From an optimization exercise on the open Yosys and OpenROAD flow, aimed at small area, a short achievable clock period and few clock cycles per item; shortcuts taken in it are not production practice.
RTL that was checked went through simulation tests only; none was proved equivalent to the original.
The RTL of runs 1 and 4 to 6 was laid out without a check of its function.
Power figures rest on the tool's default switching activity, not on a simulated workload.

`design/flow/flow/run.sh`:
```
#!/bin/bash
set -euo pipefail
export BUFFER_PORTS_ARGS="-buffer_cell sky130_fd_sc_hd__buf_1"
export SETUP_SLACK_MARGIN=7.8
bash standard.sh > standard_make.log 2>&1
```
`design/flow/standard.sh`:
```
#!/bin/bash
# synth_recipe.tcl (not shown) runs the flow's synth.tcl, then flattens the netlist and writes it again
# the make line also repeats each setting of config.mk as NAME=value (left out here)
make -C /OpenROAD-flow-scripts/flow DESIGN_CONFIG=/design/flow/config.mk WORK_HOME=/design/flow/orfs CLKGATE_MAP_FILE= SYNTH_SCRIPT=/design/flow/synth_recipe.tcl "${@:-finish}"
```
`design/flow/config.mk`:
```
export PLATFORM = sky130hd
export DESIGN_NAME = bdgr_enc
export DESIGN_NICKNAME = bdgr_enc
export VERILOG_FILES = /design/flow/design.v
export SDC_FILE = /design/flow/constraint.sdc
export NUM_CORES = 4
export LEC_CHECK = 0
export CAP_MARGIN = 20
export CORE_MARGIN = 2
export CORE_UTILIZATION = 40
export SLEW_MARGIN = 20
```
`design/flow/constraint.sdc`:
```
create_clock -name core_clock -period 11.0 [get_ports {clk}]
set_input_delay 2.2000 -clock core_clock [delete_from_list [all_inputs] [get_ports {clk}]]
set_output_delay 2.2000 -clock core_clock [all_outputs]
set_load 0.01 [all_outputs]
```
`design/flow/design.v`:
```
module bdgr_enc (
    input  wire        clk,
    input  wire        rst,
    input  wire        start,
    input  wire [15:0] width,
    input  wire [15:0] height,
    input  wire        pred_med,
    output wire        busy,
    input  wire        in_valid,
    input  wire [7:0]  in_pix,
    input  wire [7:0]  in_up,
    output wire        in_ready,
    output wire        out_valid,
    output wire [63:0] out_word,
    output wire        out_last,
    input  wire        out_ready
);
    localparam integer ACW    = 104;           
    localparam [6:0]   HOLD_T = ACW - 20;      
    reg        busy_r, in_ready_r, out_valid_r, out_last_r;
    reg        med_r;
    reg [15:0] w_r;
    reg [15:0] xc;            
    reg [15:0] yc;            
    reg        first_col, first_row;
    reg        pix_done;      
    reg        v0;            
    reg [7:0]  pix0, up0;     
    reg [7:0]  dA0, dB0, e0;  
    reg        use_c0, use_b0;  
    reg [2:0]  k_r;           
    reg        vR;            
    reg [3:0]  qoffR;         
    reg [3:0]  keffR;         
    reg [7:0]  dataR;         
    reg [6:0]  spos;          
    reg        v2;            
    reg [6:0]  pos2;          
    reg [7:0]  data2;         
    reg [ACW-1:0] acc;
    assign busy      = busy_r;
    assign in_ready  = in_ready_r;
    assign out_valid = out_valid_r;
    assign out_last  = out_last_r;
    assign out_word  = acc[63:0];
    wire accept = in_valid & in_ready_r;
    wire fire   = out_valid_r & out_ready;
    wire [7:0] na_in = first_col ? 8'd0 : pix0;
    wire [7:0] nb_in = first_row ? 8'd0 : in_up;
    wire [7:0] nc_in = (first_col | first_row) ? 8'd0 : up0;
    wire [7:0] pmin_in = (first_col & (med_r | first_row)) ? 8'd0 : pix0;   
    wire c_ge_in  = (nc_in >= na_in);
    wire use_c_in = c_ge_in ^ (nb_in <= nc_in);    
    wire use_b_in = c_ge_in ~^ (nb_in <= na_in);   
    wire [7:0] dA_in = in_pix - pmin_in;            
    wire [7:0] dB_in = in_pix - nb_in;              
    wire [7:0] e_in  = nc_in - na_in;
    wire [7:0] dC = dB0 + e0;                       
    wire [7:0] d0 = (med_r & use_c0) ? dC : (med_r & use_b0) ? dB0 : dA0;
    wire [7:0] r    = {d0[6:0], 1'b0} ^ {8{d0[7]}};
    wire [7:0] q    = r >> k_r;
    wire       esc  = (q >= 8'd11);
    wire [7:0] mask = ~(8'hff << k_r);
    wire [3:0] qoff = esc ? 4'd11 : q[3:0];
    wire [3:0] keff = esc ? 4'd8 : {1'b0, k_r};
    wire [7:0] data = esc ? r : (r & mask);
    reg [2:0] k_next;
    always @(*) begin
        if      (r <= 8'd1)   k_next = 3'd0;
        else if (r <= 8'd4)   k_next = 3'd1;
        else if (r <= 8'd8)   k_next = 3'd2;
        else if (r <= 8'd16)  k_next = 3'd3;
        else if (r <= 8'd32)  k_next = 3'd4;
        else if (r <= 8'd64)  k_next = 3'd5;
        else if (r <= 8'd128) k_next = 3'd6;
        else                  k_next = 3'd7;
    end
    wire hold = vR & (spos > HOLD_T);
    wire advR = vR & ~hold;
    wire [6:0] spos_add = advR ? spos + {3'd0, qoffR} + {3'd0, keffR} + 7'd1 : spos;
    wire [6:0] spos_next = {spos_add[6] & ~fire, spos_add[5:0]};
    wire [6:0] pos_add   = spos + {3'd0, qoffR};
    wire [6:0] pos_next  = {pos_add[6] & ~fire, pos_add[5:0]};
    wire [ACW-1:0] ins = {{(ACW-9){1'b0}}, data2 & {8{v2}}, v2} << pos2;
    wire [ACW-1:0] acc_or = acc | ins;
    wire [ACW-1:0] acc_next = fire ? {64'd0, acc_or[ACW-1:64]} : acc_or;
    wire last_col = (xc == 16'd1);
    wire last_row = (yc == 16'd1);
    wire busy_next     = busy_r & ~(fire & out_last_r);
    wire pix_done_next = pix_done | (accept & last_col & last_row);
    wire alldone_next  = pix_done & ~v0 & ~vR;
    wire [6:0] epos_next = {spos[6] & ~fire, spos[5:0]};
    wire load = ~busy_r & start;
    always @(posedge clk) begin
        if (rst) begin
            busy_r      <= 1'b0;
            in_ready_r  <= 1'b0;
            out_valid_r <= 1'b0;
            out_last_r  <= 1'b0;
        end else if (!busy_r) begin
            busy_r      <= start;
            in_ready_r  <= start;
            out_valid_r <= 1'b0;
        end else begin
            busy_r      <= busy_next;
            in_ready_r  <= busy_next & ~pix_done_next & (spos_next <= HOLD_T);
            out_valid_r <= busy_next & (epos_next[6] | (alldone_next & (epos_next != 7'd0)));
            out_last_r  <= alldone_next & (epos_next <= 7'd64);
        end
    end
    always @(posedge clk) begin
        if (load) begin
            med_r     <= pred_med;
            w_r       <= width;
            xc        <= width;
            yc        <= height;
            first_col <= 1'b1;
            first_row <= 1'b1;
            pix_done  <= 1'b0;
        end else if (accept) begin
            first_col <= last_col;
            pix_done  <= last_col & last_row;
            if (last_col) begin
                xc <= w_r;
                yc <= yc - 16'd1;
                first_row <= 1'b0;
            end else begin
                xc <= xc - 16'd1;
            end
        end
    end
    always @(posedge clk) begin
        v0 <= ~rst & (hold ? v0 : accept);
        if (accept) begin
            pix0   <= in_pix;
            up0    <= in_up;
            dA0    <= dA_in;
            dB0    <= dB_in;
            e0     <= e_in;
            use_c0 <= use_c_in;
            use_b0 <= use_b_in;
        end
    end
    always @(posedge clk) begin
        if (load)
            k_r <= 3'd7;
        else if (v0 & ~hold)
            k_r <= k_next;
        vR <= ~rst & (hold ? vR : v0);
        if (!hold) begin
            keffR <= keff;
            qoffR <= qoff;
            dataR <= data;
        end
        v2    <= ~rst & advR;
        pos2  <= pos_next;
        data2 <= dataR;
        spos  <= load ? 7'd32 : spos_next;
        acc   <= load ? {{(ACW-32){1'b0}}, height, width} : acc_next;
    end
endmodule
```
==> summary.md, run 1 <==
| Metric | Value |
|---|---|
| Class of the tightest hold or removal check | reg -> reg |
| Post-route setup slack | 7.63 ns |
| CP startpoint | in_up[1] |
| Slew of the pin with the lowest slew margin | 1.05 ns |
| PD cells | 153 mW/mm2 |
| RSZ-0062 raised after global routing | true |
| Synth warnings | 1 |
| Slew Viols, Final | 0 |
| DP HPWL | 24700 um |
| CP max-delay cell | a21o_1 |
| Crit-path max cell delay | 0.20 ns |
| Nets@finish | 1691 |
| Initial cell density of the core | 40.5% |
| CTS Root Cell | clkbuf_16 |
| Async S/R FF share, synth | 0% |
| Syn nets | 1601 |
| Wl on met1 | 14700 um |
| Met3 wire len | 1600 um |
| Area delta synth->final | 22.6% |
| Vias per cell | 5.27 |
| Largest family of logic cells by synthesized area | simple AND/OR/NAND/NOR gates |
| Critical Path Sink | dB0[7]$_DFFE_PP_ |
| Final Util | 49.6% |
| Worst Reg-to-Reg Cells | 14 |
| Fmax | 297 MHz |
| DIE WIDTH | 188 um |
| Crit start category | input pin |
| Post-synthesis mux area share | 2.64% |
| Sequential share of the synthesized area | 44.4% |
| Status | no timing/DRC/antenna violations |
| Share of cells above drive strength 1 | 23.3% |
| Core area | 0.0334 mm2 |
| Total congestion overflow | 0 |
| Final Wtd Congestion | 0.845 |
| Routed via count | 10749 |
| Number of global-route vias before repair | 10401 |
| Tmin final | 3.37 ns |
| Max Root-Sink Buffers | 3 |
| Yosys reg bits | 246 |
| Sinks on Clock Net | 246 |
| Sum of buffers and inverters on the critical path | 1 |
| DRT antenna net count | 0 |
| Routed met2 length | 17700 um |
| Worst path required time | 11.31 ns |
| Row Count | 67 |
| Post-Route WL | 35200 um |
| DRC marker count from the first detailed-route iteration | 697 |
| Worst-path cell chain | buf_8 -> nand2b_4 -> ha_4 -> nor2b_4 -> o21ai_2 -> nand2b_1 -> a21o_1 -> a21o_1 -> a21o_1 -> a21oi_2 -> xnor2_1 |
| First-pass GRT wire length | 55400 um |
| Post-synthesis cell area | 0.0135 mm2 |
| Worst skew pair latency | 0.56 ns |
| Post-Synth Adder-Cell Area | 6.54% |
| Die area | 0.0352 mm2 |
| Highest metal used | met5 |
| Clk slew on worst S/H paths | 0.06 ns |
| Initial antenna violation count | 3 |
| Largest net degree at the start of global routing | 73 |
| CP delay by family, top | compound AO/OA/AOI/OAI gates |
| Post-synth top area cell | edfxtp_1 |
| CTS tree | yes |
| Worst slew margin | 29.6% |
| Yosys top cell area share | 23.8% |
| Compound-Gate Fraction of Synth Area | 16.8% |
| TritonCTS Buffers | 28 |
| R2R setup slack | 7.68 ns |
| Final hold violation count | 0 |
| Die height | 188 um |
| Worst vdd ir | 0.115 mV |
| CTS Hold Bufs | 0 |
| Fillers | 3125 |
| WP depth | 11 |
| Avg Inst Size Synth | 9.12 um2 |
| Reg2reg start | dB0[1]$_DFFE_PP_ |
| Most frequent CP cell | a21o_1 |
| Largest cells by area after synthesis | edfxtp_1, dfxtp_1, ha_1, nand2_1, a21oi_1 |
| Drt first pass iters | 5 |
| DRC viols | 0 |
| H-Tree Depth | 1 |
| RR Endpoint | dataR[1]$_DFFE_PN_ |
| Synth Flop Type | dfxtp_1 |
| Post-Synth Simple-Gate Area | 17.4% |
| CP Capture Type | flop |
| Setup_tns | 0 ns |
| Ports | 122 |
| Total Routing Usage GR | 19.5% |
| Count of buffers from port buffering | 121 |
| Setup violators final | 0 |
| Synth cell types | 78 |
| Skew final | 0.0166 ns |
| Final period util | 30.7% |
| Synth Area in XOR/XNOR | 5.13% |
| Area of the multi-input gates | 0.00716 mm2 |
| LEAKAGE | 6.52 nW |
| Crit Path Max Fanout | 2 |
| Reg area | 0.00610 mm2 |
| DR WL/cell | 17.2 um |
| Crit path DAT | 3.68 ns |
| EDFF count, synth | 107 |
| Pre-CTS setup slack | 6.78 ns |
| Cells after Synth | 1480 |
| Crit path kind | in -> reg |
| Max_cap viols | 0 |
==> logic make-up after synthesis <==
family	Yosys count
and+or+nand+nor	509
AOI/OAI and AO/OA	359
DFF	246
buffers and inverters	186
xor gates and xnor gates	79
adders and majority gates	67
muxes	34
==> per-stage QoR <==
stage / instances / area [um2] / hold WS [ns] / total power, mW
2_1_floorplan: 1480 / 13700 / 0.323 / 1.42
3_3_place_gp: 1924 / 14000 / 0.326 / 1.50
3_5_place_dp: 1924 / 14000 / 0.327 / 1.51
4_1_cts: 2016 / 16100 / 0.337 / 2.52
5_1_grt: 2040 / 16600 / 0.334 / 2.64
6_report: 2041 / 16600 / 0.336 / 2.53
==> worst reg2reg max path, stage by stage (launching register included) <==
cell and delay [ns]:
edfxtp_1 0.46, ha_4 0.26, a211oi_4 0.29, buf_4 0.19, nor3_4 0.05, buf_6 0.13
o2bb2ai_4 0.27, xnor2_1 0.20, mux2_4 0.20, o22ai_1 0.06, o21a_1 0.24, nor4b_4 0.20
buf_4 0.18, nor2_4 0.06, o31a_1 0.29
==> synth_stat cells, types with 3 or more instances <==
cell type,n
a211oi_1,14
a21o_1,22
a21oi_1,132
a21oi_2,3
a31oi_1,13
a41oi_1,9
and2_1,9
and3_1,8
buf_1,9
buf_4,64
clkbuf_1,54
dfxtp_1,139
edfxtp_1,107
fa_1,6
ha_1,61
inv_1,55
mux2_2,10
mux2i_1,23
nand2_1,186
nand2b_1,40
nand3_1,20
nand3b_1,4
nor2_1,146
nor2b_1,31
nor3_1,23
nor3b_1,3
nor4_1,9
o211ai_1,5
o21a_1,9
o21ai_0,79
o221ai_1,3
o22a_1,10
o22ai_1,18
o311ai_0,3
o31a_1,3
o31ai_1,6
or2_2,8
or3_1,6
or4_1,3
xnor2_1,46
xor2_1,33
==> what timing repair did <==
item | in CTS | in global routing
pin swaps | 45 | 43
gates resized for setup | 272 | 51
setup endpoints to repair | 217 | 119
setup buffers | 39 | 23
gates cloned | 2 | 0
==> per-layer routing <==
| layer | track usage, % | vias up |
|---|---|---|
| met2 | 35.3 | 264 |
| met5 | 0 | - |
| li1 | - | 5308 |
| met1 | 23.5 | 5112 |
| met4 | 6.94 | 2 |
| met3 | 3.05 | 63 |
==> power breakdown <==
group | switching [mW] | leakage (nW) | internal, mW
Clock | 0.379 | 0.452 | 0.553
Sequential | 0.0651 | 2.19 | 1.04
Combinational | 0.259 | 3.88 | 0.236
Total | 0.704 | 6.52 | 1.83
==> flip-flops by register name, indices dropped and copies added (netlist names), 4 cells and up <==
register  cells
dataR         8
up0           8
e0            8
acc         104
w_r          16
spos          7
pix0          8
keffR         4
xc           16
yc           16
dB0           8
pos2          7
qoffR         4
dA0           8
data2         8
==> final cells by class <==
type / instances / share of cell area (%)
clock inverters: 7 / 0.574
diodes: 2 / 0.0302
repair buffers: 189 / 9.42
clock buffers: 44 / 5.09
multi-input cells: 1049 / 43.2
well taps: 448 / 3.39
inverters: 55 / 1.38
flip-flops and latches: 246 / 36.9
repair inverters: 1 / 0.0453
==> how the worst min path moves through the flow <==
stage | start | slack [ns] | end | cells past startpoint
6_report | dataR[6]$_DFFE_PN_ | 0.34 | data2[6]$_DFF_P_ | 0
2_1_floorplan | dataR[0]$_DFFE_PN_ | 0.32 | data2[0]$_DFF_P_ | 0
3_5_place_dp | dataR[5]$_DFFE_PN_ | 0.33 | data2[5]$_DFF_P_ | 0
3_3_place_gp | dataR[1]$_DFFE_PN_ | 0.33 | data2[1]$_DFF_P_ | 0
4_1_cts | dataR[6]$_DFFE_PN_ | 0.34 | data2[6]$_DFF_P_ | 0
5_1_grt | dataR[6]$_DFFE_PN_ | 0.33 | data2[6]$_DFF_P_ | 0
==> placed cells by master (no fill, tap or decap), drive strengths merged, types with 46 or more instances in the layout <==
cell type	n
a21oi	135
dfxtp	139
edfxtp	107
clkbuf	46
nor2	147
ha	61
nand2	188
o21ai	81
inv	55
buf	187
xnor2	46
==> run 2: changes to the inputs <==
--- a/design/flow/design.v
+++ b/design/flow/design.v
@@ -36,5 +36,2 @@
     reg [6:0]  spos;          
-    reg        v2;            
-    reg [6:0]  pos2;          
-    reg [7:0]  data2;         
     reg [ACW-1:0] acc;
@@ -81,5 +78,4 @@
     wire [6:0] spos_next = {spos_add[6] & ~fire, spos_add[5:0]};
-    wire [6:0] pos_add   = spos + {3'd0, qoffR};
-    wire [6:0] pos_next  = {pos_add[6] & ~fire, pos_add[5:0]};
-    wire [ACW-1:0] ins = {{(ACW-9){1'b0}}, data2 & {8{v2}}, v2} << pos2;
+    wire [6:0] pos       = spos + {3'd0, qoffR};
+    wire [ACW-1:0] ins = {{(ACW-9){1'b0}}, dataR & {8{advR}}, advR} << pos;
     wire [ACW-1:0] acc_or = acc | ins;
@@ -90,5 +86,5 @@
     wire pix_done_next = pix_done | (accept & last_col & last_row);
-    wire alldone_next  = pix_done & ~v0 & ~vR;
-    wire [6:0] epos_next = {spos[6] & ~fire, spos[5:0]};
-    wire load = ~busy_r & start;
+    wire alldone_next  = pix_done & ~v0 & ~hold;    
+    wire [6:0] epos_next = spos_next;
+    reg init;
     always @(posedge clk) begin
@@ -96,2 +92,3 @@
             busy_r      <= 1'b0;
+            init        <= 1'b0;
             in_ready_r  <= 1'b0;
@@ -101,4 +98,8 @@
             busy_r      <= start;
-            in_ready_r  <= start;
+            init        <= start;
+            in_ready_r  <= 1'b0;
             out_valid_r <= 1'b0;
+        end else if (init) begin
+            init        <= 1'b0;
+            in_ready_r  <= 1'b1;
         end else begin
@@ -111,7 +112,11 @@
     always @(posedge clk) begin
-        if (load) begin
-            med_r     <= pred_med;
-            w_r       <= width;
-            xc        <= width;
-            yc        <= height;
+        if (!busy_r) begin
+            med_r <= pred_med;
+            w_r   <= width;
+            yc    <= height;
+        end else if (accept & last_col) begin
+            yc    <= yc - 16'd1;
+        end
+        if (init) begin
+            xc        <= w_r;
             first_col <= 1'b1;
@@ -124,3 +129,2 @@
                 xc <= w_r;
-                yc <= yc - 16'd1;
                 first_row <= 1'b0;
@@ -144,3 +148,3 @@
     always @(posedge clk) begin
-        if (load)
+        if (init)
             k_r <= 3'd7;
@@ -154,7 +158,4 @@
         end
-        v2    <= ~rst & advR;
-        pos2  <= pos_next;
-        data2 <= dataR;
-        spos  <= load ? 7'd32 : spos_next;
-        acc   <= load ? {{(ACW-32){1'b0}}, height, width} : acc_next;
+        spos  <= init ? 7'd32 : spos_next;
+        acc   <= init ? {{(ACW-32){1'b0}}, yc, w_r} : acc_next;
     end
==> design/flow/flow/run.sh (replaced) <==
#!/bin/bash
set -euo pipefail
export BUFFER_PORTS_ARGS="-buffer_cell sky130_fd_sc_hd__buf_1"
export SETUP_SLACK_MARGIN=7.2
bash standard.sh > standard_make.log 2>&1
==> run 2 against run 1 <==
Compared with the run above:
- first-iteration DRC count rose by 37%
- count of clock-buffer cells in the layout fell by 6
- synthesized area fell by 1.4%
- sequential share of layout area rose by 1.9 points
- setup slack got worse by 0.37 ns
- maximum frequency fell by 9.9%
==> summary.md, run 2 <==
| Metric | Value |
|---|---|
| Status | no timing/DRC/antenna violations |
| Yosys top cell area share | 24.1% (+0.34 points) |
| Placed cell count | 1881 (-2.2%) |
| Total Routing Usage GR | 19.7% (+0.15 points) |
| Largest cells by area after synthesis | edfxtp_1, dfxtp_1, ha_1, a21oi_1, nor2_1 |
| Yosys reg bits | 231 (-6.1%) |
| Worst path required time | 11.49 ns (+0.18 ns) |
| Syn nets | 1552 (-3.1%) |
| Post-route setup slack | 7.26 ns (-0.372 ns) |
| Total congestion overflow | 0 (unchanged) |
| Design Area, Final | 0.0147 mm2 (-11%) |
| Most frequent cells in the layout | nor2_1, a21oi_1, dfxtp_1 |
| Synth Flop Type | dfxtp_1 |
| Slew Viols, Final | 0 (unchanged) |
| Share of cells above drive strength 1 | 8.84% (-14 points) |
| Crit path DAT | 4.23 ns (+0.55 ns) |
| Avg Inst Size Synth | 9.29 um2 (+1.9%) |
| TritonCTS Buffers | 27 (-3.6%) |
| Setup_tns | 0 ns (unchanged) |
| Routed via count | 10593 (-1.5%) |
| RSZ-0062 raised after global routing | true |
| Worst vdd ir | 0.148 mV (+29%) |
| Clk slew on worst S/H paths | 0.06 ns (about the same) |
| Ports | 122 (unchanged) |
| Initial antenna violation count | 1 (-2) |
| CTS Root Cell | clkbuf_16 |
| DP HPWL | 25600 um (+3.5%) |
| Fillers | 3200 (+2.4%) |
| DRC viols | 0 (unchanged) |
| Crit start category | flop |
| Class of the tightest hold or removal check | reg -> reg |
| Post-synth top area cell | edfxtp_1 |
| Worst skew pair latency | 0.54 ns (-0.02 ns) |
| Hold_ws | 0.451 ns (+0.115 ns) |
| Tmin final | 3.74 ns (+0.372 ns) |
| Sequential share of the synthesized area | 42.8% (-1.6 points) |
| Count of buffers from port buffering | 121 (unchanged) |
| CTS tree | yes |
| DRT antenna net count | 0 (unchanged) |
| DP Area | 0.0137 mm2 (-2.7%) |
| DR WL/cell | 18.3 um (+5.9%) |
| Nets@finish | 1593 (-5.8%) |
| Final Util | 45.1% (-4.5 points) |
| Slew of the pin with the lowest slew margin | 0.994 ns (-0.0508 ns) |
| Overall power | 2.60 mW (+2.9%) |
| Final period util | 34.0% (+3.4 points) |
| Post-synthesis cell area | 0.0133 mm2 (-1.4%) |
| Synth warnings | 1 (unchanged) |
| Final Wtd Congestion | 0.887 (+4.9%) |
| Fmax | 267 MHz (-9.9%) |
| Max reg flops | 104 (unchanged) |
| EDFF count, synth | 107 (unchanged) |
| LEAKAGE | 5.65 nW (-13%) |
| Most common cell in the netlist | nor2_1 |
| Core area | 0.0326 mm2 (-2.2%) |
| H-Tree Depth | 1 (unchanged) |
| Post-route insts no fill | 1937 (-5.1%) |
| Vias per cell | 5.47 (+3.8%) |
| Top post-synthesis cells by count | nor2_1, a21oi_1, dfxtp_1 |
| Crit path kind | reg -> reg |
| Drt first pass iters | 10 (+5) |
| First-pass GRT wire length | 55300 um (-0.14%) |
| Number of global-route vias before repair | 10058 (-3.3%) |
| Worst slew margin | 33.2% (+3.6 points) |
| DRC marker count from the first detailed-route iteration | 953 (+37%) |
| Area delta synth->final | 10.6% |
| Skew final | 0.0279 ns (+0.0114 ns) |
| Row Count | 66 (-1.5%) |
| PD cells | 177 mW/mm2 (+16%) |
| Pre-CTS setup slack | 6.58 ns (-0.194 ns) |
| Largest reg by FF count | acc |
| Crit Path Max Fanout | 7 (+5) |
| Die area | 0.0348 mm2 (-1.4%) |
| DIE WIDTH | 186 um (-0.69%) |
| Max Root-Sink Buffers | 3 (unchanged) |
| Max_cap viols | 0 (unchanged) |
| Final hold violation count | 0 (unchanged) |
| Async S/R FF share, synth | 0% (unchanged) |
| Initial cell density of the core | 40.8% (+0.34 points) |
| Post-Route WL | 35400 um (+0.53%) |
| Die height | 186 um (-0.69%) |
| Most common cell after layout, fill and taps aside | nor2_1 |
| Sinks on Clock Net | 231 (-6.1%) |
| Setup violators final | 0 (unchanged) |
| Largest net degree at the start of global routing | 76 (+4.1%) |
| CP Capture Type | flop |
| Cells after Synth | 1432 (-3.2%) |
| Synth cell types | 85 (+9.0%) |
==> run 2: layout make-up <==
type,instances,area (um2),area share [%]
Antenna cell,1,2.50,0.0170
Clock inverter,12,97.6,0.663
Timing Repair inverter,1,7.51,0.0510
Tap cell,442,553,3.76
Clock buffer,38,821,5.58
Multi-Input combinational cell,1019,6760,45.9
Sequential cell,231,5700,38.7
Timing Repair Buffer,134,552,3.75
Inverter,59,231,1.57
==> run 2: worst max-delay path: stages (launching register included) <==
cell	delay, ns
edfxtp_1	0.37
ha_1	0.24
fa_2	0.35
a21o_1	0.18
a21oi_1	0.47
xnor2_1	0.51
nand2_1	0.39
o22ai_1	0.61
a21oi_1	0.18
a211oi_1	0.30
a21o_1	0.11
==> run 2: worst paths after layout <==
check                           slack [ns]  cells past startpoint                 end                    from
worst max-delay path                  7.26                     10     acc[18]$_DFF_P_  qoffR[0]$_SDFFCE_PP1N_
worst min-delay path                  0.45                      2  acc[90]$_SDFF_PP0_      acc[90]$_SDFF_PP0_
worst max register to register        7.26                     10     acc[18]$_DFF_P_  qoffR[0]$_SDFFCE_PP1N_
worst min register to register        0.45                      2  acc[90]$_SDFF_PP0_      acc[90]$_SDFF_PP0_
==> run 2: power breakdown <==
group          internal (mW)  switching (mW)  total (mW)
clock network          0.546           0.366       0.911
registers               1.00          0.0834        1.09
logic                  0.238           0.368       0.606
total                   1.79           0.817        2.60
==> run 2: cell families (layout without fill, tap and decap cells) <==
logic type	count (synthesis)	in the layout	synth area share, %
other	0	1	0
AOI/OAI and AO/OA	389	389	19.4
and+or+nand+nor	460	460	16.4
xor gates and xnor gates	71	71	4.73
DFF	231	231	42.8
muxes	33	33	2.80
buffers and inverters	182	244	7.35
adders and majority gates	66	66	6.54
==> run 2: per-layer routing <==
layer / up-vias / share of wire (%) / wire (um) / global-route usage (%)
li1: 5209 / - / - / -
met1: 5019 / 46 / 16300 / 28.0
met2: 316 / 46 / 16100 / 31.5
met3: 49 / 6.1 / 2170 / 2.75
met4: 0 / 2.1 / 748 / 5.14
met5: - / 0 / 0 / 0
==> run 2: repair_timing <==
action                                  4_1_cts  5_1_grt
gates cloned                                  1        0
hold buffers                                  0        0
pin swaps                                     0        1
endpoints found under the setup margin       32       43
gates resized for setup                       4       21
setup buffers                                 0        4
Testbench counts of run 2, summed over its fixed seeds: cycles 34,274, items 34,030.
==> run 3: changes to the inputs <==
==> design/flow/flow/run.sh (replaced) <==
#!/bin/bash
set -euo pipefail
export BUFFER_PORTS_ARGS="-buffer_cell sky130_fd_sc_hd__buf_1"
export SETUP_SLACK_MARGIN=7.4
bash standard.sh > standard_make.log 2>&1
==> run 3 against run 2 <==
Compared with the run above:
- still clean
- power is 0.47% lower
- first-iteration DRC count is 1.8% higher
- die area stayed put
- count of clock-buffer cells in the layout is 9 lower
- synthesized area stayed put
- via count is 2.1% higher
- clock skew is 0.014 ns lower
- critical endpoint is now qoffR[0]$_SDFFCE_PP1N_
==> summary.md, run 3 <==
| Metric | Value |
|---|---|
| Status | no timing/DRC/antenna violations |
| CTS Root Cell | clkbuf_16 |
| Drt first pass iters | 8 (-2) |
| CP Capture Type | flop |
| Post-synth top area cell | edfxtp_1 |
| Reg area | 0.00570 mm2 (unchanged) |
| Crit path DAT | 3.77 ns (-0.46 ns) |
| Post-synthesis mux area share | 2.80% (unchanged) |
| Setup violators final | 0 (unchanged) |
| Final hold violation count | 0 (unchanged) |
| Clk slew on worst S/H paths | 0.06 ns (about the same) |
| CTS tree | yes |
| Largest cells by area after synthesis | edfxtp_1, dfxtp_1, ha_1, a21oi_1, nor2_1 |
| Diodes inserted | 0 (-1) |
| Slew Viols, Final | 0 (unchanged) |
| Worst vdd ir | 0.146 mV (-1.4%) |
| Setup_tns | 0 ns (unchanged) |
| Nets@finish | 1607 (+0.88%) |
| Total congestion overflow | 0 (unchanged) |
| Design Area, Final | 0.0150 mm2 (+2.1%) |
| Fillers | 3155 (-1.4%) |
| LEAKAGE | 5.74 nW (+1.5%) |
| Max Root-Sink Buffers | 3 (unchanged) |
| RSZ-0062 raised after global routing | true |
| EDFF count, synth | 107 (unchanged) |
| Hold_ws | 0.452 ns (+0.000813 ns) |
| Largest net degree at the start of global routing | 75 (-1.3%) |
| Row Count | 66 (unchanged) |
| DRC marker count from the first detailed-route iteration | 970 (+1.8%) |
| Die area | 0.0348 mm2 (unchanged) |
| DIE WIDTH | 186 um (unchanged) |
| Ports | 122 (unchanged) |
| Sequential share of the synthesized area | 42.8% (unchanged) |
| Worst skew pair latency | 0.53 ns (about the same) |
| Fmax | 287 MHz (+7.3%) |
| Skew final | 0.0141 ns (-0.0138 ns) |
| Yosys reg bits | 231 (unchanged) |
| Final Wtd Congestion | 0.902 (+1.7%) |
| Area delta synth->final | 12.9% |
| Synth cell types | 85 (unchanged) |
| Total Routing Usage GR | 19.7% (about the same) |
| Crit start category | flop |
| Max reg flops | 104 (unchanged) |
| Worst slew margin | 29.4% (-3.8 points) |
| Initial cell density of the core | 40.8% (unchanged) |
| Share of cells above drive strength 1 | 12.0% (+3.2 points) |
| Avg Inst Size Synth | 9.29 um2 (unchanged) |
| Routed via count | 10815 (+2.1%) |
| Synth Flop Type | dfxtp_1 |
| Syn nets | 1552 (unchanged) |
| Post-Synth Simple-Gate Area | 16.4% (unchanged) |
| Post-Route WL | 35700 um (+0.80%) |
| Yosys top cell area share | 24.1% (unchanged) |
| Post-Synth Adder-Cell Area | 6.54% (unchanged) |
| Async S/R FF share, synth | 0% (unchanged) |
| Slew of the pin with the lowest slew margin | 1.06 ns (+0.0640 ns) |
| Count of buffers from port buffering | 121 (unchanged) |
| H-Tree Depth | 1 (unchanged) |
| Max_cap viols | 0 (unchanged) |
| Final period util | 31.7% (-2.3 points) |
| TritonCTS Buffers | 25 (-7.4%) |
| DRC viols | 0 (unchanged) |
| Compound-Gate Fraction of Synth Area | 19.4% (unchanged) |
| Top post-synthesis cells by count | nor2_1, a21oi_1, dfxtp_1 |
| Class of the tightest hold or removal check | reg -> reg |
| PD cells | 172 mW/mm2 (-2.5%) |
| Vias per cell | 5.55 (+1.6%) |
| Cells after Synth | 1432 (unchanged) |
| Most frequent cells in the layout | nor2_1, a21oi_1, dfxtp_1 |
| Most common cell after layout, fill and taps aside | nor2_1 |
| Die height | 186 um (unchanged) |
| Tmin final | 3.49 ns (-0.254 ns) |
| Number of global-route vias before repair | 10008 (-0.50%) |
| Post-synthesis cell area | 0.0133 mm2 (unchanged) |
| Synth Area in XOR/XNOR | 4.73% (unchanged) |
| Area of the multi-input gates | 0.00704 mm2 (+4.2%) |
| Crit Path Max Fanout | 5 (-2) |
| DR WL/cell | 18.3 um (+0.29%) |
| DP Area | 0.0137 mm2 (+0.67%) |
| Initial antenna violation count | 0 (-1) |
| First-pass GRT wire length | 55400 um (+0.20%) |
| Most common cell in the netlist | nor2_1 |
| DP HPWL | 25600 um (about the same) |
| Largest family of logic cells by synthesized area | compound AO/OA/AOI/OAI gates |
| Sinks on Clock Net | 231 (unchanged) |
| CTS Hold Bufs | 0 (unchanged) |
| Largest reg by FF count | acc |
| Crit path kind | reg -> reg |
| Worst path required time | 11.28 ns (-0.21 ns) |
| DRT antenna net count | 0 (unchanged) |
| Core area | 0.0326 mm2 (unchanged) |
| Synth warnings | 1 (unchanged) |
[run 3: cell counts after synthesis]
No cell type changed its count.
[run 3: logic make-up after synthesis]
kind of cell             count (synthesis)
AND/OR/NAND/NOR                        460
XOR/XNOR                                71
multiplexers                            33
AO/OA/AOI/OAI                          389
buffers and inverters                  182
adder cells (fa/ha/maj)                 66
flip-flops                             231
[run 3: worst paths after layout]
kind	from	endpoint	slack (ns)	depth (start not counted)
min reg2reg	acc[92]$_SDFF_PP0_	acc[92]$_SDFF_PP0_	0.45	2
max	dB0[0]$_DFFE_PP_	qoffR[0]$_SDFFCE_PP1N_	7.51	12
min	acc[92]$_SDFF_PP0_	acc[92]$_SDFF_PP0_	0.45	2
max reg2reg	dB0[0]$_DFFE_PP_	qoffR[0]$_SDFFCE_PP1N_	7.51	12
[run 3: power breakdown]
part | leakage [nW] | switching, mW | internal (mW) | total [mW]
logic | 3.28 | 0.380 | 0.262 | 0.642
registers | 2.05 | 0.0855 | 1.00 | 1.09
clock network | 0.413 | 0.355 | 0.506 | 0.861
[run 3: critical path, cell delays in order (launching register included)]
cell and delay [ns]:
edfxtp_1 0.37, ha_2 0.23, inv_1 0.06, fa_1 0.39, nand2b_1 0.17, o2bb2ai_1 0.17, xnor2_1 0.29, mux2i_1 0.14
xnor2_1 0.19, o32ai_1 0.33, a21oi_1 0.22, a31o_1 0.29, or3b_1 0.37
[run 3: stage by stage]
step / util (%) / std cells / setup WS [ns] / power (mW)
global route: 46.1 / 1947 / 7.32 / 2.72
floorplan: - / 1432 / 7.30 / 1.57
CTS: 44.9 / 1926 / 7.35 / 2.56
detailed placement: 42.1 / 1880 / 6.50 / 1.70
global placement: 42.1 / 1880 / 6.63 / 1.69
finish: 46.1 / 1947 / 7.51 / 2.59
[run 3: layer usage]
layer  routed length, um  GRT usage [%]  up-vias
met5                   0              0        -
met4                 994           6.03        0
met3                1930           2.78       55
met2               15900           30.6      325
met1               16800           28.4     5197
li1                    -              -     5238
[run 3: repair_timing]
action,CTS,global route
resized for setup,18,40
gates cloned,0,3
pin swaps,2,11
setup endpoints to repair,78,74
buffers inserted,1,18
[run 3: area by class of cell]
| type | count | area share, % |
|---|---|---|
| multi-input cells | 1020 | 46.8 |
| flip-flops and latches | 231 | 37.9 |
| clock buffers | 29 | 4.46 |
| repair buffers | 149 | 4.42 |
| well taps | 442 | 3.68 |
| inverters | 59 | 1.56 |
| clock inverters | 16 | 1.08 |
| repair inverters | 1 | 0.0333 |
==> run 4: changes to the inputs <==
--- a/design/flow/design.v
+++ b/design/flow/design.v
@@ -17,3 +17,3 @@
 );
-    localparam integer ACW    = 104;           
+    localparam integer ACW    = 88;            
     localparam [6:0]   HOLD_T = ACW - 20;      
==> run 4 against run 3 <==
Compared with the run above:
- hold slack about the same
- sequential power decreased by 6%
- utilization decreased by 0.36 points
- critical path depth decreased by 10
- sequential share of layout area increased by 0.25 points
- cell area decreased by 6.2%
- power decreased by 6.1%
==> summary.md, run 4 <==
| Metric | Value |
|---|---|
| Status | no timing/DRC/antenna violations |
| Slew Viols, Final | 0 (unchanged) |
| Logic pwr share | 26.0% (+1.2 points) |
| Sequential share of the synthesized area | 42.7% (-0.13 points) |
| Setup violators final | 0 (unchanged) |
| Final Util | 45.7% (-0.36 points) |
| DP Area | 0.0130 mm2 (-5.3%) |
| Worst skew pair latency | 0.53 ns (about the same) |
| Seq pwr share | 41.9% (about the same) |
| Area delta synth->final | 11.8% |
| Ports | 122 (unchanged) |
| Post-synth top area cell | edfxtp_1 |
| Post-Route WL | 33300 um (-6.6%) |
| CTS Hold Bufs | 0 (unchanged) |
| H-Tree Depth | 1 (unchanged) |
| Initial antenna violation count | 0 (unchanged) |
| Cells after Synth | 1362 (-4.9%) |
| Placed cell count | 1774 (-5.6%) |
| Fillers | 2979 (-5.6%) |
| DRC marker count from the first detailed-route iteration | 925 (-4.6%) |
| Die area | 0.0329 mm2 (-5.2%) |
| Avg Inst Size Synth | 9.25 um2 (-0.47%) |
| Sinks on Clock Net | 215 (-6.9%) |
| Crit path DAT | 1.34 ns (-2.43 ns) |
| CTS Root Cell | clkbuf_16 |
| Synth cell types | 86 (+1.2%) |
| Syn nets | 1482 (-4.5%) |
| Number of global-route vias before repair | 9455 (-5.5%) |
| Largest reg by FF count | acc |
| Most common cell in the netlist | nor2_1 |
| TritonCTS Buffers | 24 (-4.0%) |
| Max reg flops | 88 (-15%) |
| Crit Path Max Fanout | 32 (+27) |
| Max_cap viols | 0 (unchanged) |
| Class of the tightest hold or removal check | reg -> reg |
| Share of cells above drive strength 1 | 10.3% (-1.7 points) |
| Max Root-Sink Buffers | 3 (unchanged) |
| Crit path kind | reg -> out |
| PD cells | 173 mW/mm2 (+0.17%) |
| Yosys reg bits | 215 (-6.9%) |
| Die height | 181 um (-2.6%) |
| Initial cell density of the core | 40.9% (+0.063 points) |
| Pre-CTS setup slack | 6.98 ns (+0.472 ns) |
| DRC viols | 0 (unchanged) |
| Post-route setup slack | 7.46 ns (-0.0509 ns) |
| EDFF count, synth | 107 (unchanged) |
| Power Internal | 1.64 mW (-7.3%) |
| Clk pwr share | 32.1% (-1.1 points) |
| Sw frac | 32.6% (+0.87 points) |
| Nets@finish | 1541 (-4.1%) |
| CTS tree | yes |
| Switch Pwr | 0.792 mW (-3.5%) |
| Post-synthesis cell area | 0.0126 mm2 (-5.3%) |
| Overall power | 2.43 mW (-6.1%) |
| Count of buffers from port buffering | 121 (unchanged) |
| Synth Flop Type | dfxtp_1 |
| Clk slew on worst S/H paths | 0.06 ns (about the same) |
| Setup_tns | 0 ns (unchanged) |
| Largest net degree at the start of global routing | 66 (-12%) |
| Hold_ws | 0.451 ns (-0.000267 ns) |
| Fmax | 282 MHz (-1.4%) |
| DIE WIDTH | 181 um (-2.6%) |
| Worst path required time | 8.80 ns (-2.48 ns) |
| Skew final | 0.0221 ns (+0.00798 ns) |
| DP HPWL | 24400 um (-4.7%) |
| Vias per cell | 5.46 (-1.7%) |
| Slew of the pin with the lowest slew margin | 1.06 ns (+0.00247 ns) |
| RSZ-0062 raised after global routing | true |
| Most frequent cells in the layout | nor2_1, a21oi_1, buf_1 |
| Yosys top cell area share | 25.5% (+1.4 points) |
| Row Count | 64 (-3.0%) |
| Post-route insts no fill | 1835 (-5.8%) |
| Drt first pass iters | 5 (-3) |
| LEAKAGE | 5.56 nW (-3.2%) |
| DRT antenna net count | 0 (unchanged) |
| Core area | 0.0308 mm2 (-5.5%) |
| Final Wtd Congestion | 0.874 (-3.1%) |
| Largest cells by area after synthesis | edfxtp_1, dfxtp_1, ha_1, a21oi_1, nor2_1 |
| CP Capture Type | output pin |
| Worst slew margin | 28.5% (-0.91 points) |
| Synth warnings | 1 (unchanged) |
| Worst vdd ir | 0.114 mV (-22%) |
| Final hold violation count | 0 (unchanged) |
| Crit start category | flop |
| Total congestion overflow | 0 (unchanged) |
| Area of the multi-input gates | 0.00652 mm2 (-7.4%) |
| Most common cell after layout, fill and taps aside | nor2_1 |
| Total Routing Usage GR | 19.8% (+0.065 points) |
| Reg area | 0.00538 mm2 (-5.6%) |
| Tmin final | 3.54 ns (+0.0509 ns) |
| DR WL/cell | 18.1 um (-0.89%) |
| Design Area, Final | 0.0141 mm2 (-6.2%) |
| Async S/R FF share, synth | 0% (unchanged) |
| Routed via count | 10021 (-7.3%) |
| First-pass GRT wire length | 52200 um (-5.8%) |
| Top post-synthesis cells by count | nor2_1, a21oi_1, nand2_1 |
| Diodes inserted | 0 (unchanged) |
| Final period util | 32.2% (+0.46 points) |
-- run 4: changes by cell type after synthesis, moves of 12 or more --
cell / previous run / this run
nor4_1: 27 / 10
nor3_1: 45 / 27
a211oi_1: 31 / 50
dfxtp_1: 124 / 108
a21o_1: 29 / 41
a31oi_1: 25 / 10
-- run 4: worst max-delay path, cell delays in order (launching register included) --
cell and delay [ns]:
dfxtp_1 0.32, buf_4 0.30, buf_1 0.19
-- run 4: path summary, 6_finish.rpt --
path	from	to	slack, ns	cells after the start
setup / recovery	busy_r$_SDFF_PP0_	busy	7.46	2
hold / removal	acc[85]$_SDFF_PP0_	acc[85]$_SDFF_PP0_	0.45	2
setup reg to reg	dB0[1]$_DFFE_PP_	dataR[0]$_DFFE_PN_	7.50	13
hold reg to reg	acc[85]$_SDFF_PP0_	acc[85]$_SDFF_PP0_	0.45	2
-- run 4: cell families after synthesis --
kind of cell	Yosys count	synth area share [%]
AO/OA/AOI/OAI	379	19.9
XOR/XNOR	73	5.55
adder cells (fa/ha/maj)	66	6.91
buffers and inverters	185	7.72
flip-flops	215	42.7
multiplexers	17	1.59
AND/OR/NAND/NOR	427	15.7
-- run 4: power by group through the flow --
stage	Clock (mW)	Sequential, mW	Combinational (mW)
2_1_floorplan	0	0.997	0.494
3_3_place_gp	0	1.03	0.582
3_5_place_dp	0	1.03	0.586
4_1_cts	0.800	1.02	0.593
5_1_grt	0.826	1.03	0.699
6_report	0.782	1.02	0.632
-- run 4: cell type report --
type                    count  share of cell area [%]
flip-flops and latches    215                    38.2
clock buffers              33                    4.96
inverters                  68                    1.87
clock inverters            11                   0.488
well taps                 396                    3.52
multi-input cells         963                    46.3
repair buffers            149                    4.74
-- run 4: repair_timing --
| item | 4_1_cts | 5_1_grt |
|---|---|---|
| endpoints found under the setup margin | 18 | 39 |
| gates cloned | 1 | 0 |
| setup buffers | 1 | 15 |
| pin swaps | 6 | 15 |
| gates resized for setup | 6 | 31 |
-- run 4: per-layer routing --
metal / vias to the layer above / part of all wire, % / global-route usage, %
met5: - / 0 / 0
met4: 0 / 2.3 / 5.69
met3: 46 / 4.8 / 2.01
met2: 283 / 44 / 30.5
met1: 4772 / 49 / 29.3
li1: 4920 / - / -
==> run 5: changes to the inputs <==
--- a/design/flow/design.v
+++ b/design/flow/design.v
@@ -79,3 +79,16 @@
     wire [6:0] pos       = spos + {3'd0, qoffR};
-    wire [ACW-1:0] ins = {{(ACW-9){1'b0}}, dataR & {8{advR}}, advR} << pos;
+    localparam integer NBY = ACW / 8;
+    wire [15:0]    fld = {7'd0, dataR, 1'b1} << pos[2:0];
+    wire [NBY-1:0] bsel = advR ? ({{(NBY-1){1'b0}}, 1'b1} << pos[6:3]) : {NBY{1'b0}};
+    wire [ACW-1:0] ins;
+    genvar gb;
+    generate
+        for (gb = 0; gb < NBY; gb = gb + 1) begin : g_ins
+            if (gb == 0) begin : g_lo
+                assign ins[7:0] = fld[7:0] & {8{bsel[0]}};
+            end else begin : g_hi
+                assign ins[8*gb +: 8] = (fld[7:0] & {8{bsel[gb]}}) | (fld[15:8] & {8{bsel[gb-1]}});
+            end
+        end
+    endgenerate
     wire [ACW-1:0] acc_or = acc | ins;
==> run 5 against run 4 <==
Compared with the run above:
- routed wire length decreased by 5.7%
- count of clock-buffer cells in the layout increased by 1
- clock skew decreased by 0.0039 ns
- maximum frequency about the same
- via count decreased by 0.78%
- synthesized area decreased by 1.3%
- critical endpoint is now out_valid_r$_SDFFE_PP0N_
==> summary.md, run 5 <==
| Metric | Value |
|---|---|
| Slew of the pin with the lowest slew margin | 1.03 ns (-0.0311 ns) |
| Number of global-route vias before repair | 9787 (+3.5%) |
| Crit-path max cell delay | 0.43 ns (+0.11 ns) |
| Largest net degree at the start of global routing | 57 (-14%) |
| Sequential share of the synthesized area | 43.2% (+0.58 points) |
| R2R setup slack | 7.46 ns (-0.04 ns) |
| Core area | 0.0306 mm2 (-0.78%) |
| Setup violators final | 0 (unchanged) |
| CP max-delay cell | edfxtp_1 |
| Row Count | 64 (unchanged) |
| Syn nets | 1514 (+2.2%) |
| DR WL/cell | 17.0 um (-6.3%) |
| Final hold violation count | 0 (unchanged) |
| Die height | 180 um (-0.65%) |
| Crit start category | flop |
| Nets@finish | 1553 (+0.78%) |
| WHS Path Cells | 2 (unchanged) |
| DP HPWL | 22300 um (-8.9%) |
| Post-synth top area cell | edfxtp_1 |
| Sinks on Clock Net | 215 (unchanged) |
| Vias per cell | 5.38 (-1.5%) |
| DRC marker count from the first detailed-route iteration | 737 (-20%) |
| CP Capture Type | flop |
| Initial antenna violation count | 0 (unchanged) |
| Area delta synth->final | 12.6% |
| Async S/R FF share, synth | 0% (unchanged) |
| TritonCTS Buffers | 25 (+4.2%) |
| CTS Root Cell | clkbuf_16 |
| Synth cell types | 74 (-14%) |
| Initial cell density of the core | 40.6% (-0.23 points) |
| Slew Viols, Final | 0 (unchanged) |
| DIE WIDTH | 180 um (-0.65%) |
| Crit path kind | reg -> reg |
| Largest cells by area after synthesis | edfxtp_1, dfxtp_1, nor2_1, ha_1, buf_4 |
| Reg area | 0.00538 mm2 (about the same) |
| EDFF count, synth | 107 (unchanged) |
| Cells after Synth | 1394 (+2.3%) |
| Hold Crit Start | acc[55]$_SDFF_PP0_ |
| Routed via count | 9943 (-0.78%) |
| Drt first pass iters | 5 (unchanged) |
| Synth Flop Type | dfxtp_1 |
| Yosys top cell area share | 25.8% (+0.34 points) |
| Fillers | 3026 (+1.6%) |
| Largest reg by FF count | acc |
| Count of buffers from port buffering | 121 (unchanged) |
| CTS tree | yes |
| DRT antenna net count | 0 (unchanged) |
| Final Wtd Congestion | 0.883 (+1.1%) |
| Total congestion overflow | 0 (unchanged) |
| PD cells | 185 mW/mm2 (+7.2%) |
| Status | no timing/DRC/antenna violations |
| Setup_tns | 0 ns (unchanged) |
| Most frequent cells in the layout | nor2_1, buf_1, edfxtp_1 |
| Class of the tightest hold or removal check | reg -> reg |
| Final period util | 32.2% (about the same) |
| Ports | 122 (unchanged) |
| DP Area | 0.0128 mm2 (-1.8%) |
| Hold_ws | 0.467 ns (+0.0159 ns) |
| Yosys reg bits | 215 (unchanged) |
| Clk slew on worst S/H paths | 0.07 ns (about the same) |
| Crit path DAT | 3.95 ns (+2.61 ns) |
| Diodes inserted | 0 (unchanged) |
| Synth warnings | 1 (unchanged) |
| Post-Route WL | 31400 um (-5.7%) |
| Worst Reg-to-Reg Cells | 14 (+1) |
| Most common cell in the netlist | nor2_1 |
| H-Tree Depth | 1 (unchanged) |
| Reg2reg start | qoffR[1]$_SDFFCE_PP1N_ |
| Design Area, Final | 0.0140 mm2 (-0.61%) |
| Worst path required time | 11.40 ns (+2.60 ns) |
| Top post-synthesis cells by count | nor2_1, nand2_1, dfxtp_1 |
| Area of the multi-input gates | 0.00650 mm2 (-0.31%) |
| Die area | 0.0325 mm2 (-1.3%) |
| Max reg flops | 88 (unchanged) |
| Max_cap viols | 0 (unchanged) |
| Worst skew pair latency | 0.53 ns (about the same) |
| Skew final | 0.0182 ns (-0.00391 ns) |
| Avg Inst Size Synth | 8.92 um2 (-3.6%) |
| First-pass GRT wire length | 50600 um (-3.1%) |
| Worst slew margin | 31.0% (+2.4 points) |
| Hold EP | acc[55]$_SDFF_PP0_ |
| RR Endpoint | out_valid_r$_SDFFE_PP0N_ |
| Fmax | 282 MHz (about the same) |
| Overall power | 2.59 mW (+6.6%) |
| Crit Path Max Fanout | 3 (-91%) |
| Most common cell after layout, fill and taps aside | nor2_1 |
| Total Routing Usage GR | 18.9% (-0.89 points) |
| Worst-path cell chain | ha_1 -> a21o_1 -> a21oi_1 -> xor2_2 -> inv_1 -> ha_1 -> a21oi_1 -> xnor2_1 -> nor2_1 -> xnor2_1 -> nand3_1 -> or3_1 -> a221oi_1 -> nor2_1 |
| DRC viols | 0 (unchanged) |
| Worst vdd ir | 0.114 mV (about the same) |
| Tmin final | 3.54 ns (+0.000760 ns) |
| RSZ-0062 raised after global routing | true |
| Post-synthesis cell area | 0.0124 mm2 (-1.3%) |
| LEAKAGE | 5.33 nW (-4.0%) |
| Max Root-Sink Buffers | 3 (unchanged) |
| Share of cells above drive strength 1 | 9.64% (-0.64 points) |
[run 5: cell count changes after synthesis, moves of 14 or more]
cell      change
nor3_1       +19
a211oi_1     -47
a21o_1       -21
o22ai_1      +54
nor4_1       +14
a21oi_1      -62
nor2_1       +74
o31ai_1      +23
clkbuf_1     +17
[run 5: worst max path at each step]
| stage | cells past startpoint | endpoint | slack (ns) | startpoint |
|---|---|---|---|---|
| after global placement | 5 | yc[9]$_DFFE_PP_ | 6.94 | in_valid |
| after detailed placement | 14 | out_valid_r$_SDFFE_PP0N_ | 6.86 | qoffR[0]$_SDFFCE_PP1N_ |
| final | 14 | out_valid_r$_SDFFE_PP0N_ | 7.46 | qoffR[1]$_SDFFCE_PP1N_ |
| after floorplan | 10 | dB0[7]$_DFFE_PP_ | 7.30 | in_up[1] |
| after CTS | 14 | out_valid_r$_SDFFE_PP0N_ | 7.19 | qoffR[0]$_SDFFCE_PP1N_ |
| after global routing | 14 | out_valid_r$_SDFFE_PP0N_ | 7.20 | spos[1]$_SDFF_PP0_ |
[run 5: final cells by class]
| class | instances | share of cell area (%) |
|---|---|---|
| clock buffer | 34 | 5.08 |
| inverter | 54 | 1.50 |
| tap | 396 | 3.54 |
| sequential | 215 | 38.4 |
| multi-input combinational | 997 | 46.4 |
| clock inverter | 12 | 0.804 |
| timing repair inverter | 1 | 0.0357 |
| timing repair buffer | 139 | 4.22 |
[run 5: metal layers]
layer / GRT usage [%] / vias to the layer above / share of wire (%)
met2: 32.1 / 237 / 47
met3: 2.73 / 38 / 4.6
met4: 5.06 / 0 / 2.0
met5: 0 / - / 0
met1: 25.1 / 4708 / 46
li1: - / 4960 / -
[run 5: through the flow]
step	setup slack, ns	std cells	utilization (%)
3_5_place_dp	6.86	1787	41.8
3_3_place_gp	6.94	1787	41.8
2_1_floorplan	7.30	1394	-
5_1_grt	7.20	1848	45.8
6_report	7.46	1848	45.8
4_1_cts	7.19	1837	44.8
[run 5: cell families after synthesis]
kind of cell | count (synthesis) | share of synthesized area [%]
XOR/XNOR | 69 | 4.98
AND/OR/NAND/NOR | 537 | 19.8
multiplexers | 20 | 1.67
AO/OA/AOI/OAI | 304 | 15.8
flip-flops | 215 | 43.2
buffers and inverters | 183 | 7.54
adder cells (fa/ha/maj) | 66 | 7.00
[run 5: power breakdown]
group	total (mW)	switching, mW	internal (mW)
logic	0.746	0.480	0.266
registers	1.02	0.0742	0.945
clock network	0.829	0.330	0.499
total	2.59	0.884	1.71
[run 5: repair_timing]
action                                  in CTS  in global routing
endpoints found under the setup margin      51                121
buffers inserted                             3                 10
pin swaps                                    4                 10
resized for setup                           13                 38
cloned                                       1                  1
hold buffers                                 0                  0
[run 5: worst max-delay path: cells and delay by family, from the launching register on]
family	cells	cell delay (ns)
AO/OA/AOI/OAI	4	0.93
XOR/XNOR	3	0.63
adder cells (fa/ha/maj)	2	0.64
buffers and inverters	1	0.13
flip-flops	1	0.43
AND/OR/NAND/NOR	4	0.66
==> run 6: changes to the inputs <==
--- a/design/flow/config.mk
+++ b/design/flow/config.mk
@@ -11 +11,2 @@
 export SLEW_MARGIN = 20
+export TNS_END_PERCENT = 5
==> run 6 against run 5 <==
Compared with the run above:
- final cell count up 0.38%
- clock power about the same
- die area unchanged
- critical path type unchanged
- largest cell class unchanged
==> summary.md, run 6 <==
| Metric | Value |
|---|---|
| Status | no timing/DRC/antenna violations |
| Core area | 0.0306 mm2 (unchanged) |
| Final period util | 32.7% (+0.54 points) |
| DP Area | 0.0127 mm2 (-0.36%) |
| First-pass GRT wire length | 50600 um (about the same) |
| Max_cap viols | 0 (unchanged) |
| Setup violators final | 0 (unchanged) |
| Tmin final | 3.60 ns (+0.0592 ns) |
| Diodes inserted | 0 (unchanged) |
| GR Util met1 | 24.8% (-0.28 points) |
| Post-synthesis cell area | 0.0124 mm2 (unchanged) |
| Slew Viols, Final | 0 (unchanged) |
| Hold Crit Start | acc[59]$_SDFF_PP0_ |
| CTS Root Cell | clkbuf_16 |
| Initial antenna violation count | 0 (unchanged) |
| Grt met2 use | 31.7% (-0.43 points) |
| Clk slew on worst S/H paths | 0.06 ns (about the same) |
| CTS Hold Bufs | 0 (unchanged) |
| Fillers | 2985 (-1.4%) |
| Hold EP | acc[59]$_SDFF_PP0_ |
| Most common cell after layout, fill and taps aside | nor2_1 |
| Power Internal | 1.71 mW (-0.29%) |
| Reg2reg start | qoffR[0]$_SDFFCE_PP1N_ |
| Largest cells by area after synthesis | edfxtp_1, dfxtp_1, nor2_1, ha_1, buf_4 |
| CP max-delay cell | a21oi_1 |
| Synth cell types | 74 (unchanged) |
| CP delay by family, top | compound AO/OA/AOI/OAI gates |
| Worst-path cell chain | ha_2 -> fa_2 -> mux2i_1 -> mux2i_1 -> a21oi_1 -> nor2_1 -> nor4_1 -> o31ai_1 |
| Syn nets | 1514 (unchanged) |
| Crit path kind | reg -> reg |
| Crit start category | flop |
| Yosys reg bits | 215 (unchanged) |
| Max reg flops | 88 (unchanged) |
| Drt first pass iters | 5 (unchanged) |
| CP Capture Type | flop |
| Number of global-route vias before repair | 9796 (+0.092%) |
| EDFF count, synth | 107 (unchanged) |
| Final Wtd Congestion | 0.890 (+0.75%) |
| Area delta synth->final | 12.0% |
| Nets@finish | 1560 (+0.45%) |
| Final hold violation count | 0 (unchanged) |
| DR WL/cell | 16.9 um (-0.73%) |
| Logic pwr share | 28.7% (about the same) |
| Sum of buffers and inverters on the critical path | 0 (-1) |
| Crit-path max cell delay | 0.96 ns (+0.53 ns) |
| Routed via count | 10002 (+0.59%) |
| Fmax | 278 MHz (-1.6%) |
| R2R setup slack | 7.40 ns (-0.06 ns) |
| Sequential share of the synthesized area | 43.2% (unchanged) |
| Crit Path Max Fanout | 15 (+12) |
| Sw frac | 34.1% (about the same) |
| Switch Pwr | 0.882 mW (-0.19%) |
| Die area | 0.0325 mm2 (unchanged) |
| Worst vdd ir | 0.111 mV (-2.9%) |
| Initial cell density of the core | 40.6% (unchanged) |
| Post-Route WL | 31300 um (-0.36%) |
| Yosys top cell area share | 25.8% (unchanged) |
| RSZ-0062 raised after global routing | true |
| Slew of the pin with the lowest slew margin | 1.20 ns (+0.166 ns) |
| Most common cell in the netlist | nor2_1 |
| LEAKAGE | 5.32 nW (-0.26%) |
| Synth warnings | 1 (unchanged) |
| Worst slew margin | 20.3% (-11 points) |
| DRT antenna net count | 0 (unchanged) |
| Design Area, Final | 0.0139 mm2 (-0.56%) |
| Avg Inst Size Synth | 8.92 um2 (unchanged) |
| Async S/R FF share, synth | 0% (unchanged) |
| Cells after Synth | 1394 (unchanged) |
| TritonCTS Buffers | 26 (+4.0%) |
| RR Endpoint | acc[18]$_DFF_P_ |
| Count of buffers from port buffering | 121 (unchanged) |
| Most frequent CP cell | mux2i_1 |
| Post-synth top area cell | edfxtp_1 |
| Skew final | 0.0213 ns (+0.00313 ns) |
| Hold_ws | 0.462 ns (-0.00562 ns) |
| Largest net degree at the start of global routing | 80 (+40%) |
| PD cells | 186 mW/mm2 (+0.31%) |
| Setup_tns | 0 ns (unchanged) |
| Vias per cell | 5.39 (+0.21%) |
| Total Routing Usage GR | 18.8% (-0.11 points) |
| Row Count | 64 (unchanged) |
| Pre-CTS setup slack | 6.80 ns (-0.0613 ns) |
| Total congestion overflow | 0 (unchanged) |
| Crit path DAT | 4.00 ns (+0.05 ns) |
| Top post-synthesis cells by count | nor2_1, nand2_1, dfxtp_1 |
| Largest reg by FF count | acc |
| Worst Reg-to-Reg Cells | 8 (-6) |
| Worst path required time | 11.40 ns (about the same) |
| CTS tree | yes |
| Post-route setup slack | 7.40 ns (-0.0592 ns) |
| Class of the tightest hold or removal check | reg -> reg |
| H-Tree Depth | 1 (unchanged) |
| Worst skew pair latency | 0.54 ns (about the same) |
| DRC viols | 0 (unchanged) |
| Sinks on Clock Net | 215 (unchanged) |
| Seq pwr share | 39.3% (about the same) |
| Grt met3 use | 3.03% (+0.30 points) |
| WHS Path Cells | 2 (unchanged) |
| Synth Flop Type | dfxtp_1 |
| Most frequent cells in the layout | nor2_1, buf_1, nand2_1 |
| DRC marker count from the first detailed-route iteration | 745 (+1.1%) |
| Share of cells above drive strength 1 | 8.50% (-1.1 points) |
| DP HPWL | 22200 um (-0.25%) |
| Ports | 122 (unchanged) |
| Max Root-Sink Buffers | 3 (unchanged) |
| DIE WIDTH | 180 um (unchanged) |
| GRT Max-Usage Layer | met2 |
| Die height | 180 um (unchanged) |
| Clk pwr share | 32.0% (about the same) |
run 6: changes by cell type in the layout (fill, tap and decap cells not counted), sizes merged:
cell / delta
inv: +1
clkbuf: +6
bufinv: -1
clkinv: -6
buf: +7
run 6: logic make-up (layout without fill, tap and decap cells):
kind of cell               Yosys count  after routing  share of synthesized area, %
DFF                                215            215                          43.2
and+or+nand+nor                    537            538                          19.8
adders and majority gates           66             66                          7.00
muxes                               20             20                          1.67
buffers and inverters              183            247                          7.54
AOI/OAI and AO/OA                  304            304                          15.8
xor gates and xnor gates            69             69                          4.98
run 6: power by group through the flow:
stage	combinational (mW)	clock (mW)	sequential (mW)
finish	0.743	0.828	1.02
global route	0.811	0.881	1.03
CTS	0.708	0.848	1.02
detailed placement	0.697	0	1.03
global placement	0.686	0	1.03
floorplan	0.560	0	0.998
run 6: metrics by stage:
stage	instances	util, %	power (mW)
5_1_grt	1855	45.5	2.72
3_5_place_dp	1789	41.7	1.73
2_1_floorplan	1394	-	1.56
4_1_cts	1837	44.5	2.57
6_report	1855	45.5	2.59
3_3_place_gp	1789	41.7	1.72
run 6: worst register-to-register path, stage by stage (launching register included):
cell and delay [ns]:
edfxtp_1 0.37, ha_2 0.21, fa_2 0.77, mux2i_1 0.30, mux2i_1 0.16, a21oi_1 0.96, nor2_1 0.16, nor4_1 0.41
o31ai_1 0.12
run 6: layout make-up:
type / count / area [um2] / area share [%]
multi-input cells: 997 / 6380 / 45.8
repair buffers: 145 / 634 / 4.56
well taps: 396 / 495 / 3.56
clock buffers: 41 / 752 / 5.40
inverters: 54 / 210 / 1.51
repair inverters: 1 / 5.00 / 0.0359
flip-flops and latches: 215 / 5380 / 38.6
clock inverters: 6 / 71.3 / 0.512
run 6: layer usage:
metal | routed length, um | part of all wire [%]
met3 | 1660 | 5.3
met5 | 0 | 0
met1 | 14000 | 45
met2 | 14800 | 47
met4 | 821 | 2.6
run 6: worst max-delay path by stage:
stage,start,endpoint,slack (ns),depth (start not counted)
after floorplan,in_up[1],use_c0$_DFFE_PP_,7.30,11
after global placement,in_valid,yc[10]$_DFFE_PP_,6.86,5
after detailed placement,qoffR[0]$_SDFFCE_PP1N_,out_valid_r$_SDFFE_PP0N_,6.80,14
after CTS,dB0[1]$_DFFE_PP_,dataR[2]$_DFFE_PN_,7.21,14
after global routing,spos[0]$_SDFF_PP0_,out_valid_r$_SDFFE_PP0N_,7.19,12
final,qoffR[0]$_SDFFCE_PP1N_,acc[18]$_DFF_P_,7.40,8
run 6: repair_timing:
item	CTS	global route
pin swaps	0	14
buffers inserted	1	15
cloned	0	2
resized for setup	4	33
setup endpoints to repair	53	111
==> run 7: changes to the inputs <==
--- a/design/flow/design.v
+++ b/design/flow/design.v
@@ -20,2 +20,3 @@
     reg        busy_r, in_ready_r, out_valid_r, out_last_r;
+    reg        busy_o;        
     reg        med_r;
@@ -37,3 +38,3 @@
     reg [ACW-1:0] acc;
-    assign busy      = busy_r;
+    assign busy      = busy_o;
     assign in_ready  = in_ready_r;
@@ -102,2 +103,10 @@
     reg init;
+    always @(posedge clk) begin
+        if (rst)
+            busy_o <= 1'b0;
+        else if (!busy_o)
+            busy_o <= start;
+        else
+            busy_o <= ~(fire & out_last_r);
+    end
     always @(posedge clk) begin
--- a/design/flow/config.mk
+++ b/design/flow/config.mk
@@ -11,2 +11 @@
 export SLEW_MARGIN = 20
-export TNS_END_PERCENT = 5
==> run 7 against run 6 <==
Compared with the run above:
- synthesized cell count fell by 0.93%
- highest routed layer is now met5
- sequential cell count rose by 1
- critical path type unchanged
- via count rose by 1.9%
==> summary.md, run 7 <==
| Metric | Value |
|---|---|
| DRC viols | 0 (unchanged) |
| Max Root-Sink Buffers | 3 (unchanged) |
| Share of cells above drive strength 1 | 10.5% (+2.0 points) |
| Sequential share of the synthesized area | 43.3% (about the same) |
| Class of the tightest hold or removal check | reg -> reg |
| First-pass GRT wire length | 52100 um (+3.0%) |
| PD cells | 179 mW/mm2 (-3.8%) |
| CTS tree | yes |
| RSZ-0062 raised after global routing | true |
| Cells after Synth | 1381 (-0.93%) |
| Die height | 181 um (+0.16%) |
| Yosys reg bits | 216 (+0.47%) |
| CP delay by family, top | compound AO/OA/AOI/OAI gates |
| Max_cap viols | 0 (unchanged) |
| Crit start category | flop |
| LEAKAGE | 5.37 nW (+0.95%) |
| Initial cell density of the core | 40.7% (about the same) |
| Most common cell in the netlist | nor2_1 |
| EDFF count, synth | 107 (unchanged) |
| Die area | 0.0326 mm2 (+0.32%) |
| Synth Flop Type | dfxtp_1 |
| Final Util | 46.0% (+0.50 points) |
| Sinks on Clock Net | 216 (+0.47%) |
| Synth cell types | 73 (-1.4%) |
| Tmin final | 3.50 ns (-0.102 ns) |
| CP max-delay cell | nor3_1 |
| DRT antenna net count | 0 (unchanged) |
| Top post-synthesis cells by count | nor2_1, dfxtp_1, edfxtp_1 |
| Total congestion overflow | 0 (unchanged) |
| Max reg flops | 88 (unchanged) |
| Sum of buffers and inverters on the critical path | 1 (+1) |
| Hold Crit Start | acc[82]$_SDFF_PP0_ |
| Final hold violation count | 0 (unchanged) |
| Post-route insts no fill | 1850 (-0.27%) |
| Final Wtd Congestion | 0.875 (-1.7%) |
| Setup_tns | 0 ns (unchanged) |
| Final period util | 31.8% (-0.93 points) |
| Most common cell after layout, fill and taps aside | nor2_1 |
| Worst slew margin | 42.6% (+22 points) |
| Synth warnings | 1 (unchanged) |
| H-Tree Depth | 1 (unchanged) |
| RR Endpoint | k_r[0]$_SDFFE_PP1P_ |
| Slew of the pin with the lowest slew margin | 0.861 ns (-0.334 ns) |
| Routed via count | 10191 (+1.9%) |
| Skew final | 0.0322 ns (+0.0109 ns) |
| Async S/R FF share, synth | 0% (unchanged) |
| CTS Root Cell | clkbuf_16 |
| Total Routing Usage GR | 19.6% (+0.89 points) |
| Largest reg by FF count | acc |
| Post-synth top area cell | edfxtp_1 |
| Worst path required time | 11.41 ns (about the same) |
| DIE WIDTH | 181 um (+0.16%) |
| DR WL/cell | 17.9 um (+6.1%) |
| Crit path kind | reg -> reg |
| Row Count | 64 (unchanged) |
| Fmax | 286 MHz (+2.9%) |
| Initial antenna violation count | 2 (+2) |
| Clk slew on worst S/H paths | 0.06 ns (about the same) |
| DRC marker count from the first detailed-route iteration | 1023 (+37%) |
| Count of buffers from port buffering | 121 (unchanged) |
| Most frequent CP cell | o31ai_4 |
| Syn nets | 1501 (-0.86%) |
| Placed cell count | 1783 (-0.34%) |
| Post-synthesis cell area | 0.0125 mm2 (+0.32%) |
| Slew Viols, Final | 0 (unchanged) |
| Vias per cell | 5.51 (+2.2%) |
| Hold EP | acc[82]$_SDFF_PP0_ |
| Post-Route WL | 33100 um (+5.8%) |
| Largest net degree at the start of global routing | 71 (-11%) |
| TritonCTS Buffers | 25 (-3.8%) |
| Status | no timing/DRC/antenna violations |
## run 7: cell count changes in the layout (fill, tap and decap cells not counted), sizes merged, moves of 11 or more
cell / previous run / this run
o32ai: 0 / 16
a21oi: 70 / 97
nor3: 46 / 35
nor4: 25 / 10
nand2: 114 / 99
o31ai: 26 / 4
## run 7: worst register-to-register path: stages (launching register included)
cell      delay, ns
edfxtp_1       0.43
ha_4           0.27
a211oi_4       0.38
o31ai_4        0.11
o221a_4        0.33
buf_4          0.14
nor3_1         0.50
o31ai_4        0.18
nand3_1        0.18
mux2i_1        0.20
a22oi_1        0.10
a311o_1        0.29
a221o_1        0.29
## run 7: where the power goes
| group | leakage, nW | total [mW] | internal [mW] | switching [mW] |
|---|---|---|---|---|
| sequential | 1.92 | 0.994 | 0.929 | 0.0645 |
| clock | 0.413 | 0.841 | 0.499 | 0.341 |
| combinational | 3.03 | 0.689 | 0.252 | 0.437 |
| total | 5.37 | 2.52 | 1.68 | 0.842 |
## run 7: final cells by class
type | instances | area (um2)
fill | 2933 | 16600
multi-input combinational | 979 | 6470
sequential | 216 | 5400
clock buffer | 38 | 757
timing repair buffer | 152 | 691
tap | 396 | 495
inverter | 61 | 233
clock inverter | 7 | 75.1
antenna | 1 | 2.50
## run 7: what timing repair did
item,CTS,global route
buffers inserted,7,13
pin swaps,6,19
endpoints found under the setup margin,25,29
gates resized for setup,14,36
cloned,1,0
## run 7: how the worst max path moves through the flow
stage                                start                     end  slack [ns]  depth (start not counted)
global placement    qoffR[0]$_SDFFCE_PP1N_   in_ready_r$_SDFF_PP0_        6.93                         14
floorplan                         in_up[1]        dB0[7]$_DFFE_PP_        7.30                         10
finish                     e0[1]$_DFFE_PP_     k_r[0]$_SDFFE_PP1P_        7.50                         12
global route               e0[1]$_DFFE_PP_  keffR[0]$_SDFFCE_PP0N_        7.34                         14
CTS                       dB0[1]$_DFFE_PP_      dataR[1]$_DFFE_PN_        7.39                         13
detailed placement  qoffR[0]$_SDFFCE_PP1N_   in_ready_r$_SDFF_PP0_        6.70                         14
## run 7: cells by family (layout without fill, tap and decap cells)
group           after synthesis  after routing  share of synthesized area, %
compound gates              333            334                          17.2
flops                       216            216                          43.3
fa+ha+maj                    66             66                          6.98
mux                          27             27                          2.38
simple gates                472            472                          16.9
other cells                   0              1                             0
xor+xnor                     80             80                          5.68
buf+inv                     187            258                          7.63
## run 7: layer usage
layer  vias to the layer above  global-route usage, %  part of all wire [%]
met5                         -                      0                 0.039
met4                         2                   5.35                   2.5
met3                        59                   2.71                   6.5
met2                       374                   29.3                    43
met1                      4796                   29.6                    48
li1                       4960                      -                     -
## run 7: through the flow
step	cell area (um2)	hold WS (ns)	power [mW]	setup slack (ns)
floorplan	12500	0.427	1.45	7.30
global placement	12900	0.435	1.62	6.93
detailed placement	12900	0.443	1.63	6.70
CTS	13800	0.457	2.50	7.39
global route	14100	0.487	2.64	7.34
finish	14100	0.452	2.52	7.50
Testbench counts of run 7, summed over its fixed seeds: cycles 34,785, items 34,030.

Check on run 7: ideal ports give 7.501 ns setup slack; a clkbuf_16 on the clock port and buf_2 on the inputs give 7.501 ns; moving port delays by the midpoint clock arrival (0.581 ns) as well gives 6.971 ns.
